This design comes from an exercise in tuning for small area, a short achievable clock period and few clock cycles on the open sky130 flow, not from production work.
Only simulation tests tie the RTL to the original design; equivalence was not proved.
Power is estimated from default activity; no workload was simulated.

Setup of run 1:
## godmr_core
module godmr_core (
    input  wire        clk,
    input  wire        rst,           
    input  wire        req_valid,
    input  wire        req_write,
    input  wire [1:0]  req_size,      
    input  wire [11:0] req_addr,
    input  wire [31:0] req_wdata,
    output reg         resp_valid,
    output reg         resp_err,
    output reg  [31:0] resp_rdata,
    output wire [15:0] qr_code,       
    input  wire        qr_ok          
);
    reg [2:0]   status_err;
    reg [8:0]   crc9;
    reg [15:0]  crc16;
    reg [31:0]  crc32;
    reg [15:0]  sync_hi;
    reg [31:0]  sync_lo;
    reg [15:0]  emb_code;
    reg [7:0]   emb_len;
    reg [3:0]   emb_cc;
    reg [1:0]   emb_lcss;
    reg         emb_valid;
    reg [15:0]  wlen;
    reg [7:0]   b0 [0:52];
    reg [7:0]   b1 [0:52];
    reg [16:0]  wp;      
    reg [16:0]  fp;      
    function integer region;
        input integer k;
        begin
            if (k < 4)       region = 0;
            else if (k < 5)  region = 1;
            else if (k < 8)  region = 2;
            else if (k < 11) region = 3;
            else if (k < 12) region = 4;
            else if (k < 15) region = 5;
            else if (k < 16) region = 6;
            else if (k < 20) region = 7;
            else             region = 8 + (k - 20) / 4;
        end
    endfunction
    function integer flane;
        input integer k;
        begin
            case (k)
                4:  flane = 0;                
                8:  flane = 2;                
                9:  flane = 1;
                10: flane = 0;
                11: flane = 3;                
                12: flane = 2;
                13: flane = 1;
                14: flane = 0;
                default: flane = 3 - (k % 4);
            endcase
        end
    endfunction
    assign qr_code = emb_code;
    reg        q_w;           
    reg [6:0]  q_word;
    reg [31:0] q_wd;
    wire [9:0] word = req_addr[11:2];
    wire size_ok = (req_size == 2'd2) && (req_addr[1:0] == 2'b00);
    reg mapped, ro, wo;
    always @* begin
        mapped = 1'b1;
        ro     = 1'b0;
        wo     = 1'b0;
        case (word)
  ...
For scale: ~1200 flip-flops, ~100 I/O pins, roughly 42000 µm² of cells after synthesis.
Settings: LEC_CHECK=0, CAP_MARGIN=20, CORE_MARGIN=2, CORE_UTILIZATION=40, PLACE_DENSITY=0.6, SETUP_SLACK_MARGIN=2.52, SLEW_MARGIN=20; clock period 5.0 ns.
run.sh (not shown) runs the stock make flow with config.mk's settings and CLKGATE_MAP_FILE= SYNTH_SCRIPT=/design/flow/synth_recipe.tcl, a recipe that flattens the netlist after the stock synthesis.
Run 1 went all the way through the flow, and no timing, DRC or antenna check failed.
Testbench counts of run 1, summed over its fixed seeds: cycles 27,148.
What run 2 does differently from run 1 at the input level:
- SETUP_SLACK_MARGIN changed from 2.52 to 2.45
- CTS_CLUSTER_DIAMETER newly set to 60
- CTS_CLUSTER_SIZE newly set to 35
Notes after the runs:
- Going from run 1 to run 2, wire length of the first global-routing pass went up; fraction of the cycle the final worst path needs about even; part of the total power dissipated in sequential elements rose by 3.7 points; layout overhead on the synthesized area now sits lower.
- Number of buffers inserted by post-CTS setup repair in run 2 is about 36% lower than in run 1
- Looking at wire length, run 2 sits 0.93% below run 1.
- Taking run 1 as the reference, in run 2 share of flip-flops with an asynchronous set or reset closely matched the old numbers, worst setup slack neither gained nor lost much.
Here is what was changed in the inputs of run 3 compared with run 2.
- clearing CTS_CLUSTER_DIAMETER, which used to be 60
- swapping 0.6 for 0.7 in PLACE_DENSITY
- clearing CTS_CLUSTER_SIZE, which used to be 35
==> results.txt <==
From run 2 to run 3 the numbers moved as follows: area of the multi-input gates was more or less identical; buffer share of cell area went down by 0.63 points; maximum resistive drop on vdd went down by 0.33%. Compared with run 2, cell area in run 3 increased slightly.
--- input diff run 3..run 4 ---
- PLACE_DENSITY now 0.6, was 0.7
--- outcome ---
As far as total count of hold-check failures in the final report is concerned, run 4 and run 3 perform about the same.
Relative to run 3, the non-clock buffer count of run 4 is higher by 14%.
A end of the critical path of b0[11][4] is what run 3 shows, while rd_a[28] belongs to run 4.
The lower total buffers and inverters traversed by the critical path of run 4 and run 3 is in run 4.
Clock-buffer cell count was lower in run 3 than in run 4.
On post-layout instance area: run 4 sits above run 3.
Measured against each other, run 4 and run 3 differ in relative contribution of the clock network to total power, the higher figure coming from run 4.
Sequential share of layout area down 0.52 points in run 4 wrt run 3
Run 4 vs run 3: cell depth of the worst setup path up
Input changes introduced in run 5 (baseline for comparison: run 4):
- CTS_BUF_LIST newly set to sky130_fd_sc_hd__clkbuf_8 sky130_fd_sc_hd__clkbuf_4
### Flow results
Measured against each other, run 4 and run 5 differ in share of the clock period used by the worst path after layout, the lower figure coming from run 4.
When run 5 is set beside run 4, its area added between synthesis and finish turns out to be 0.78 points larger.
The slowest cell on the critical path comes out dfxtp_2 in one run and dfxtp_4 in the other, namely in run 4 and run 5 respectively.
Of the two values seen for endpoint of the most critical setup path, rd_a[28] was produced by run 4 and resp_rdata[1] by run 5.
Per the comparison of run 5 with run 4, final instance area moved up; clock buffer count from CTS went up by 64%; share of power burned in combinational logic held.
Run 5 vs run 4: final wirelength up
Summary of run 5 over run 4: maximum operating frequency went down by 3.6%; met3 track demand over resource went up by 0.56 points; clock period minus worst slack went up by 0.097 ns.

## run A
godmr_core again, from the RTL that the note above started with.
Settings: LEC_CHECK=0, CAP_MARGIN=20, CORE_MARGIN=2, CORE_UTILIZATION=40, CTS_CLUSTER_DIAMETER=45, CTS_CLUSTER_SIZE=40, PLACE_DENSITY=0.6, SETUP_SLACK_MARGIN=2.45, SLEW_MARGIN=20; clock period 5.0 ns.
Testbench counts of run A, summed over its fixed seeds: cycles 27,148.
Input changes introduced in run B (baseline for comparison: run A):
- changing SETUP_SLACK_MARGIN from 2.45 to 2.0
- removing CTS_CLUSTER_SIZE (formerly 40)
- removing CTS_CLUSTER_DIAMETER (formerly 45)
--- outcome ---
In the reports for run A and run B, the larger highest cell delay on the worst timing path belongs to run A.
[run B] combined buffer and inverter count along the critical path fell 1 relative to run A
NOTE worst ir drop on vdd run A->run B increased by more than 10%
Looking at register-to-register setup slack across run A and run B, the one that comes out higher is run A.
## Diff of input files: run C against run B
- TNS_END_PERCENT now 30, previously not set
- SETUP_SLACK_MARGIN now 2.45, was 2.0
--- outcome ---
Multi-input combinational area share: higher on run C. The register-to-register slack in run C was higher than what run B gave. Core utilization: run C higher than run B.
## Diff of input files: run D against run C
- a change of SETUP_SLACK_MARGIN from 2.45 to 2.3
- a deleted TNS_END_PERCENT that had been 30
==> results.txt <==
Relative slew slack: run D higher than run C. Re sum of net half-perimeters after detailed placement: run C and run D aren't equal, and the lower value belongs to run C. Largest net degree at the start of global routing down 45% in run D wrt run C. Run D has final period demand of the worst path below what run C had. Looking at wire length across run C and run D, the one that comes out higher is run D. Compared with run C, in run D total track usage has increased; cell area after layout has decreased; number of nets in the layout has decreased. The final layouts of run C and run D pass the timing, DRC and antenna checks. Looking at number of vias per cell across run C and run D, the one that comes out higher is run D. Compared to run C, run D has worst setup slack 43 ps higher.

Starting RTL as in the previous note.
## godmr_core
module godmr_core (
    input  wire        clk,
    input  wire        rst,           
    input  wire        req_valid,
    input  wire        req_write,
    input  wire [1:0]  req_size,      
    input  wire [11:0] req_addr,
    input  wire [31:0] req_wdata,
    output reg         resp_valid,
    output reg         resp_err,
    output reg  [31:0] resp_rdata,
    output wire [15:0] qr_code,       
    input  wire        qr_ok          
);
    reg [2:0]   status_err;
    reg [8:0]   crc9;
    reg [15:0]  crc16;
    reg [31:0]  crc32;
    reg [15:0]  sync_hi;
    reg [31:0]  sync_lo;
    reg [15:0]  emb_code;
    reg [7:0]   emb_len;
    reg [3:0]   emb_cc;
    reg [1:0]   emb_lcss;
    reg         emb_valid;
    reg [15:0]  wlen;
    reg [7:0]   b0 [0:52];
    reg [7:0]   b1 [0:52];
    reg [16:0]  wp;      
    reg [16:0]  fp;      
    function integer region;
        input integer k;
        begin
            if (k < 4)       region = 0;
            else if (k < 5)  region = 1;
            else if (k < 8)  region = 2;
            else if (k < 11) region = 3;
            else if (k < 12) region = 4;
            else if (k < 15) region = 5;
            else if (k < 16) region = 6;
            else if (k < 20) region = 7;
            else             region = 8 + (k - 20) / 4;
        end
    endfunction
    function integer flane;
  ...
Settings: LEC_CHECK=0, CAP_MARGIN=20, CORE_MARGIN=2, CORE_UTILIZATION=40, CTS_CLUSTER_DIAMETER=60, CTS_CLUSTER_SIZE=30, PLACE_DENSITY=0.6, SETUP_SLACK_MARGIN=2.45, SLEW_MARGIN=20; clock period 5.0 ns.
The starting point completed without violations.
Testbench counts at the start, summed over its fixed seeds: cycles 27,148.
Then changed:
- CORE_UTILIZATION: 40 -> 46
- CTS_CLUSTER_DIAMETER: 60 -> not set
- CTS_CLUSTER_SIZE: 30 -> not set
- PLACE_DENSITY: 0.6 -> 0.65
Outcome: Wire length is about the same. Count of clock-buffer cells in the layout rises by 70. Hold slack is worse by 11 ps. Die area shrinks by 13%. Via count is higher by 1.7%. Final area goes up by 2.1%. Utilization grows by 8.2 points. Fmax drops by 3.2%. Critical path depth climbs by 2. Sequential power stays flat.
Then changed:
- CORE_UTILIZATION: 46 -> 40
- PLACE_DENSITY: 0.65 -> 0.6
- SETUP_SLACK_MARGIN: 2.45 -> 2.6
What happened: The changed run finished with timing, DRC and antenna clean. Hold slack improves by 6.8 ps. Die area climbs by 15%. Final cell count rises by 4.9%. Clock skew is lower by 22 ps.
Then changed:
- SETUP_SLACK_MARGIN: 2.6 -> 2.4
Critical path depth came out lower by 6.
Global-route usage came out lower by 0.47 points.
Cell area came out lower by 2.7%.
Flip-flop and latch count stays the same.

==> static timing again, ports no longer ideal <==
The flow's constraints put no driver on any port. The routed layouts listed below were extracted and timed again, unchanged, in two steps. Step 1 (the two cells are an assumption about what drives the block):
set clk [get_ports {clk}]
set_driving_cell -lib_cell sky130_fd_sc_hd__clkbuf_16 $clk
set_driving_cell -lib_cell sky130_fd_sc_hd__buf_2 [delete_from_list [all_inputs] $clk]
Step 2 also shifts input and output timing later by t, the mid clock arrival at the registers, as if the neighbouring blocks saw the same clock. a / b / c = no drivers / after step 1 / after step 2; a / b = the first two.
| run | shift t [ns] | slack for setup (ns) | worst hold slack (ns) | worst setup path at the end | worst data-port slew with drivers (ns) |
|---|---|---|---|---|---|
| run 1 | 0.774 | 2.396 / 2.420 / 1.646 | 0.310 / 0.310 / 0.310 | input to register | 0.09 |
| run 2 | 0.754 | 2.396 / 2.426 / 1.676 | 0.314 / 0.314 / 0.314 | input to register | 0.07 |
| run 3 | 0.756 | 2.365 / 2.377 / 1.621 | 0.314 / 0.314 / 0.314 | input to register | 0.06 |
| run 4 | 0.768 | 2.432 / 2.427 / 1.724 | 0.322 / 0.322 / 0.322 | input to register | 0.07 |
| run 5 | 0.934 | 2.335 / 2.270 / 1.555 | 0.302 / 0.302 / 0.302 | input to register | 0.06 |
| run A | 0.774 | 2.442 / 2.428 / 1.704 | 0.321 / 0.321 / 0.321 | input to register | 0.08 |
| run B | 0.750 | 2.005 / 1.985 / 1.299 | 0.300 / 0.300 / 0.300 | input to register | 0.10 |
| run C | 0.772 | 2.266 / 2.217 / 1.542 | 0.318 / 0.318 / 0.318 | input to register | 0.11 |
| run D | 0.758 | 2.309 / 2.262 / 1.586 | 0.272 / 0.272 / 0.272 | input to register | 0.06 |
| the first run of note 3 | 0.750 | 2.305 / 2.339 / 1.590 | 0.319 / 0.319 / 0.319 | input to register | 0.07 |
| the second run of note 3 | 0.754 | 2.217 / 2.241 / 1.487 | 0.308 / 0.308 / 0.308 | input to register | 0.07 |
| the third run of note 3 | 0.780 | 2.363 / 2.394 / 1.614 | 0.315 / 0.315 / 0.315 | input to register | 0.09 |
| the fourth run of note 3 | 0.754 | 2.343 / 2.349 / 1.620 | 0.270 / 0.270 / 0.270 | input to register | 0.09 |
After both steps setup and hold are still met in every run listed. The setup slack of run 5, which loses most, moves by -0.065 ns with the drivers and by -0.780 ns with both steps.
